Context: an optimization exercise on an open-source flow, tuned for small area, a short achievable clock period and few clock cycles. The choices shown serve that exercise and are no tape-out recipe. The RTL was checked by simulation tests, not by an equivalence proof against the original design. No activity file was given, so power comes from the tool's default toggle rates.

Setup of onyx:
Design fb_codec, start of the top module:
module fb_codec (
    input  wire        clk,
    input  wire        rst,           
    input  wire        cmd_valid,
    output wire        cmd_ready,
    input  wire [7:0]  cmd_op,
    input  wire [15:0] cmd_len,
    input  wire [31:0] cmd_arg,
    input  wire [6:0]  req_flags,
    input  wire [63:0] req_addr,
    input  wire [15:0] req_rcount,
    input  wire [15:0] req_cid,
    input  wire [31:0] req_delay,
    input  wire        in_valid,
    output wire        in_ready,
    input  wire [7:0]  in_data,
    output wire        out_valid,
    input  wire        out_ready,
    output wire [7:0]  out_data,
    output wire        res_valid,
    input  wire        res_ready,
    output wire [7:0]  res_code,
    output wire [31:0] res_data
);
    localparam [1:0] M_PACK = 2'd0, M_UNPACK = 2'd1, M_CRC = 2'd2, M_CHECK = 2'd3;
    reg        pv;
    reg        p_zero, p_str, p_hdr, p_pay, p_len1, p_len2, p_f3, p_f4;
  ...
Size in the first run: ~1600 cells after synthesis, about 170 flip-flops, ~260 I/O pins, roughly 11000 µm² of cells after synthesis.
==> flow/config.mk <==
export PLATFORM = sky130hd
export DESIGN_NAME = fb_codec
export DESIGN_NICKNAME = fb_codec
export VERILOG_FILES = /design/flow/design.v
export SDC_FILE = /design/flow/constraint.sdc
export NUM_CORES = 4
export LEC_CHECK = 0
export ABC_AREA = 1
export CAP_MARGIN = 20
export CORE_MARGIN = 2
export CORE_UTILIZATION = 40
export CTS_BUF_LIST = sky130_fd_sc_hd__clkbuf_4 sky130_fd_sc_hd__clkbuf_8
export PLACE_DENSITY = 0.6
export SETUP_SLACK_MARGIN = 2.5
export SLEW_MARGIN = 20
==> flow/constraint.sdc <==
create_clock -name core_clock -period 5.0 [get_ports {clk}]
set_input_delay 1.0000 -clock core_clock [delete_from_list [all_inputs] [get_ports {clk}]]
set_output_delay 1.0000 -clock core_clock [all_outputs]
set_load 0.01 [all_outputs]
standard.sh (not shown) runs the stock make flow with config.mk's settings and CLKGATE_MAP_FILE= SYNTH_SCRIPT=/design/flow/synth_recipe.tcl, a recipe that flattens the netlist after the stock synthesis.
==> flow/flow/run.sh <==
#!/bin/bash
# Own layout flow: the standard ORFS flow (standard.sh), with two changes:
#  - ports are buffered with sky130_fd_sc_hd__buf_1 instead of the default
#    delay-cell buffer (every port still gets its own buffer);
#  - yosys does not extract half/full adder cells, so ABC maps that logic too.
# Everything else (synthesis script, floorplan, power grid, taps, CTS,
# routing) is the standard flow. Each step's full log stays in orfs/logs/.
set -euo pipefail
export BUFFER_PORTS_ARGS="-buffer_cell sky130_fd_sc_hd__buf_1"
export ADDER_MAP_FILE=
bash standard.sh > flow_make.log 2>&1
Testbench counts of onyx, summed over its fixed seeds: cycles 30,555.
Inputs modified between onyx and pepper:
==> flow/run.sh (new file) <==
#!/bin/bash
# synth_recipe.tcl (not shown) runs the flow's synth.tcl, then flattens the netlist and writes it again
# the make line also repeats each setting of config.mk as NAME=value (left out here)
make -C /OpenROAD-flow-scripts/flow DESIGN_CONFIG=/design/flow/config.mk WORK_HOME=/design/flow/orfs CLKGATE_MAP_FILE= SYNTH_SCRIPT=/design/flow/synth_recipe.tcl finish
removed: flow/flow/run.sh
removed: flow/standard.sh
[summary]
Higher global placement routability congestion goes to pepper over onyx.
The final hold slack of pepper is higher than that of onyx.
Every run in the comparison, pepper and onyx, completed the flow with a clean layout.
Summary of pepper over onyx: wire length per cell went up by 8.4%; register-to-register slack went down by 0.88 ns; largest net degree at the start of global routing went up by 32%; overall fraction of global-route tracks in use went up by 1.7 points.
Relative to onyx, final design utilization increased by 6.1 points in pepper.
The inputs of fjord differ from those of pepper as listed below.
- CTS_BUF_LIST no longer set, was sky130_fd_sc_hd__clkbuf_4 sky130_fd_sc_hd__clkbuf_8
==> flow/flow/run.sh (new file) <==
#!/bin/bash
# Own layout flow: the standard ORFS flow (standard.sh), with two changes:
#  - ports are buffered with sky130_fd_sc_hd__buf_1 instead of the default
#    delay-cell buffer (every port still gets its own buffer);
#  - yosys does not extract half/full adder cells, so ABC maps that logic too.
# Everything else (synthesis script, floorplan, power grid, taps, CTS,
# routing) is the standard flow. Each step's full log stays in orfs/logs/.
set -euo pipefail
export BUFFER_PORTS_ARGS="-buffer_cell sky130_fd_sc_hd__buf_1"
export ADDER_MAP_FILE=
bash standard.sh > flow_make.log 2>&1
==> flow/standard.sh (new file) <==
#!/bin/bash
# synth_recipe.tcl (not shown) runs the flow's synth.tcl, then flattens the netlist and writes it again
# the make line also repeats each setting of config.mk as NAME=value (left out here)
make -C /OpenROAD-flow-scripts/flow DESIGN_CONFIG=/design/flow/config.mk WORK_HOME=/design/flow/orfs CLKGATE_MAP_FILE= SYNTH_SCRIPT=/design/flow/synth_recipe.tcl "${@:-finish}"
removed: flow/run.sh
Findings:
fjord went all the way through synthesis, placement and routing and the layout is clean on timing, DRC and antenna.
Going from pepper to fjord, the cell count after synthesis was found to have gone down by 17.
Per the comparison of fjord with pepper, buffers inserted during post-CTS setup optimization lost 14; global-route usage dropped 1.6 points.
Cell area after placement was lower in the run labelled fjord.
fjord ended up with sky130_fd_sc_hd__a211oi_2 as its standard cell with the maximum stage delay on the critical path; pepper ended up with sky130_fd_sc_hd__dfxtp_2.
In the final reports, the cell area of fjord is smaller than that of pepper.
On number of global-route vias before repair: fjord sits below pepper.
On fjord: portion of the clock cycle consumed by the worst path in the final layout is 16 points lower than what pepper gave.
Number of core rows: fjord vs pepper down about 3.2%
Looking at layout filler cell count across fjord and pepper, the one that comes out higher is pepper.
--- input diff fjord..garnet ---
- putting CTS_BUF_LIST at sky130_fd_sc_hd__clkbuf_4 sky130_fd_sc_hd__clkbuf_8 where nothing was set
- swapping 2.5 for 2.6 in SETUP_SLACK_MARGIN
Via count, garnet vs fjord: up slightly. Taking fjord as the reference, in garnet final cell utilization of the core has increased, met1 wire length fell 0.42%, part of the power in the clock network moved down, overall power of the completed layout saw a decrease. On proportion of layout cells with a drive suffix above 1, the lower figure sits with fjord, not garnet. The lower worst setup slack came out of fjord. Capture point of the worst path: in_rem[15] -> garnet, ce -> fjord. The standard cells in garnet occupy more silicon area than those in fjord do. Diff fjord -> garnet: post-synthesis to final-layout area growth picked up an extra 2.8 points, clock-pin slew reported for the worst setup and hold paths after clock tree synthesis saw an increase.
The following lists how delta was set up differently from garnet:
- removing CTS_BUF_LIST (formerly sky130_fd_sc_hd__clkbuf_4 sky130_fd_sc_hd__clkbuf_8)
- changing SETUP_SLACK_MARGIN from 2.6 to 2.0
- removing ABC_AREA (formerly 1)
Between delta and garnet, it is delta whose maximum fanout encountered on the critical timing path is higher, by 12. Going from garnet to delta, area of all placed cells without fillers shrinks by 3.9%. Slowest cell on the critical path: sky130_fd_sc_hd__dfxtp_1 -> delta, sky130_fd_sc_hd__edfxtp_1 -> garnet. When delta is set beside garnet, its area used by multi-input combinational logic turns out to be about 8% larger. Compared with garnet, the router placed fewer vias in delta. When delta is measured against garnet, its combinational cell fraction of total power turns out 1.1 points lower. Going from garnet to delta, the relative contribution of the clock network to total power was found to have gone up by 5.8 points. Relative to garnet, height of the chip has gone up in delta. Between delta and garnet, it is delta whose transition time at the pin with the least slew margin is lower, by 0.075 ns. Taking garnet as the reference, in delta effective utilization at floorplan lost 0.55 points, setup slack after layout lost 0.42 ns.

========
fb_codec, a different RTL version from the one above (not shown whole).
Size: roughly 1400 cells after synthesis, roughly 180 flip-flops, about 260 I/O pins, ~11000 um^2 of cells after synthesis.
Design fb_codec, start of the top module:
module fb_codec (
    input  wire        clk,
    input  wire        rst,           
    input  wire        cmd_valid,
    output wire        cmd_ready,
    input  wire [7:0]  cmd_op,
    input  wire [15:0] cmd_len,
    input  wire [31:0] cmd_arg,
    input  wire [6:0]  req_flags,
    input  wire [63:0] req_addr,
    input  wire [15:0] req_rcount,
    input  wire [15:0] req_cid,
    input  wire [31:0] req_delay,
    input  wire        in_valid,
    output wire        in_ready,
    input  wire [7:0]  in_data,
    output wire        out_valid,
    input  wire        out_ready,
    output wire [7:0]  out_data,
    output wire        res_valid,
    input  wire        res_ready,
    output wire [7:0]  res_code,
    output wire [31:0] res_data
);
==> flow/config.mk <==
export PLATFORM = sky130hd
export DESIGN_NAME = fb_codec
export DESIGN_NICKNAME = fb_codec
export VERILOG_FILES = /design/flow/design.v
export SDC_FILE = /design/flow/constraint.sdc
export NUM_CORES = 4
export LEC_CHECK = 0
export CAP_MARGIN = 20
export CORE_MARGIN = 2
export CORE_UTILIZATION = 40
export PLACE_DENSITY = 0.6
export SETUP_SLACK_MARGIN = 2.0
export SLEW_MARGIN = 20
==> flow/constraint.sdc <==
create_clock -name core_clock -period 5.0 [get_ports {clk}]
set_input_delay 1.0000 -clock core_clock [delete_from_list [all_inputs] [get_ports {clk}]]
set_output_delay 1.0000 -clock core_clock [all_outputs]
set_load 0.01 [all_outputs]
==> flow/flow/run.sh <==
#!/bin/bash
# Own layout flow: the standard ORFS flow (standard.sh), with two changes:
#  - ports are buffered with sky130_fd_sc_hd__buf_1 instead of the default
#    delay-cell buffer (every port still gets its own buffer);
#  - yosys does not extract half/full adder cells, so ABC maps that logic too.
# Everything else (synthesis script, floorplan, power grid, taps, CTS,
# routing) is the standard flow. Each step's full log stays in orfs/logs/.
set -euo pipefail
export BUFFER_PORTS_ARGS="-buffer_cell sky130_fd_sc_hd__buf_1"
export ADDER_MAP_FILE=
bash standard.sh > flow_make.log 2>&1
The first run completed with no timing, DRC or antenna violations.
Testbench counts at the start, summed over its fixed seeds: cycles 30,555.
Edit:
SETUP_SLACK_MARGIN = 2.5   (was 2.0)
=>
- core utilization increases by 4.4 points
- setup slack improves by 0.068 ns
- first-iteration DRC count increases by 15%
- power increases by 12%
- sequential power is about the same
- fmax increases by 2.4%
- hold slack improves by 0.0062 ns
- non-clock buffer count increases by 47
Edit:
SETUP_SLACK_MARGIN = 3.0   (was 2.5)
Outcome:
- The changed run completed with no timing, DRC or antenna violations
- die area stays the same
- setup slack gets better by 0.067 ns
- core utilization climbs by 9.2 points
- flip-flop and latch count is unchanged
- global-route usage climbs by 2.0 points
- final area climbs by 17%
- non-clock buffer count climbs by 140
- synthesized area does not change
- sequential power is about the same
- power climbs by about 4%
- synthesized cell count stays the same

[port drivers added, routing unchanged]
The results above use ideal ports. As a check the final layouts listed here were re-extracted and re-timed, cells and wires unchanged.
Step 1: set_driving_cell puts a clkbuf_16 on clk and a buf_2 on each other input, an assumption about the parent block.
Step 2 also shifts input and output timing later by t, the mid clock arrival at the registers, as if the neighbouring blocks saw the same clock.
Slacks: ideal ports / drivers / drivers and shift; pairs: ideal ports / drivers.
| run | shift t [ns] | slack for setup (ns) | worst setup path at the end | clock arrival spread, ns |
|---|---|---|---|---|
| onyx | 0.502 | 2.559 / 2.559 / 2.076 | input to register | 0.031 / 0.031 |
| pepper | 0.539 | 1.676 / 1.676 / 1.676 | register to register | 0.023 / 0.022 |
| fjord | 0.475 | 2.463 / 2.485 / 2.010 | input to register | 0.023 / 0.023 |
| garnet | 0.514 | 2.599 / 2.599 / 2.161 | input to register | 0.025 / 0.025 |
| delta | 0.482 | 2.179 / 2.179 / 1.748 | input to register | 0.019 / 0.019 |
| the first run of note 2 | 0.479 | 2.077 / 2.077 / 1.776 | input to register | 0.022 / 0.021 |
| the second run of note 2 | 0.483 | 2.145 / 2.145 / 1.849 | input to register | 0.017 / 0.017 |
| the third run of note 2 | 0.491 | 2.212 / 2.212 / 1.900 | input to register | 0.020 / 0.020 |
After both steps setup and hold are still met in every run listed. The setup slack of onyx, which loses most, moves by 0.000 ns with the drivers and by -0.483 ns with both steps.
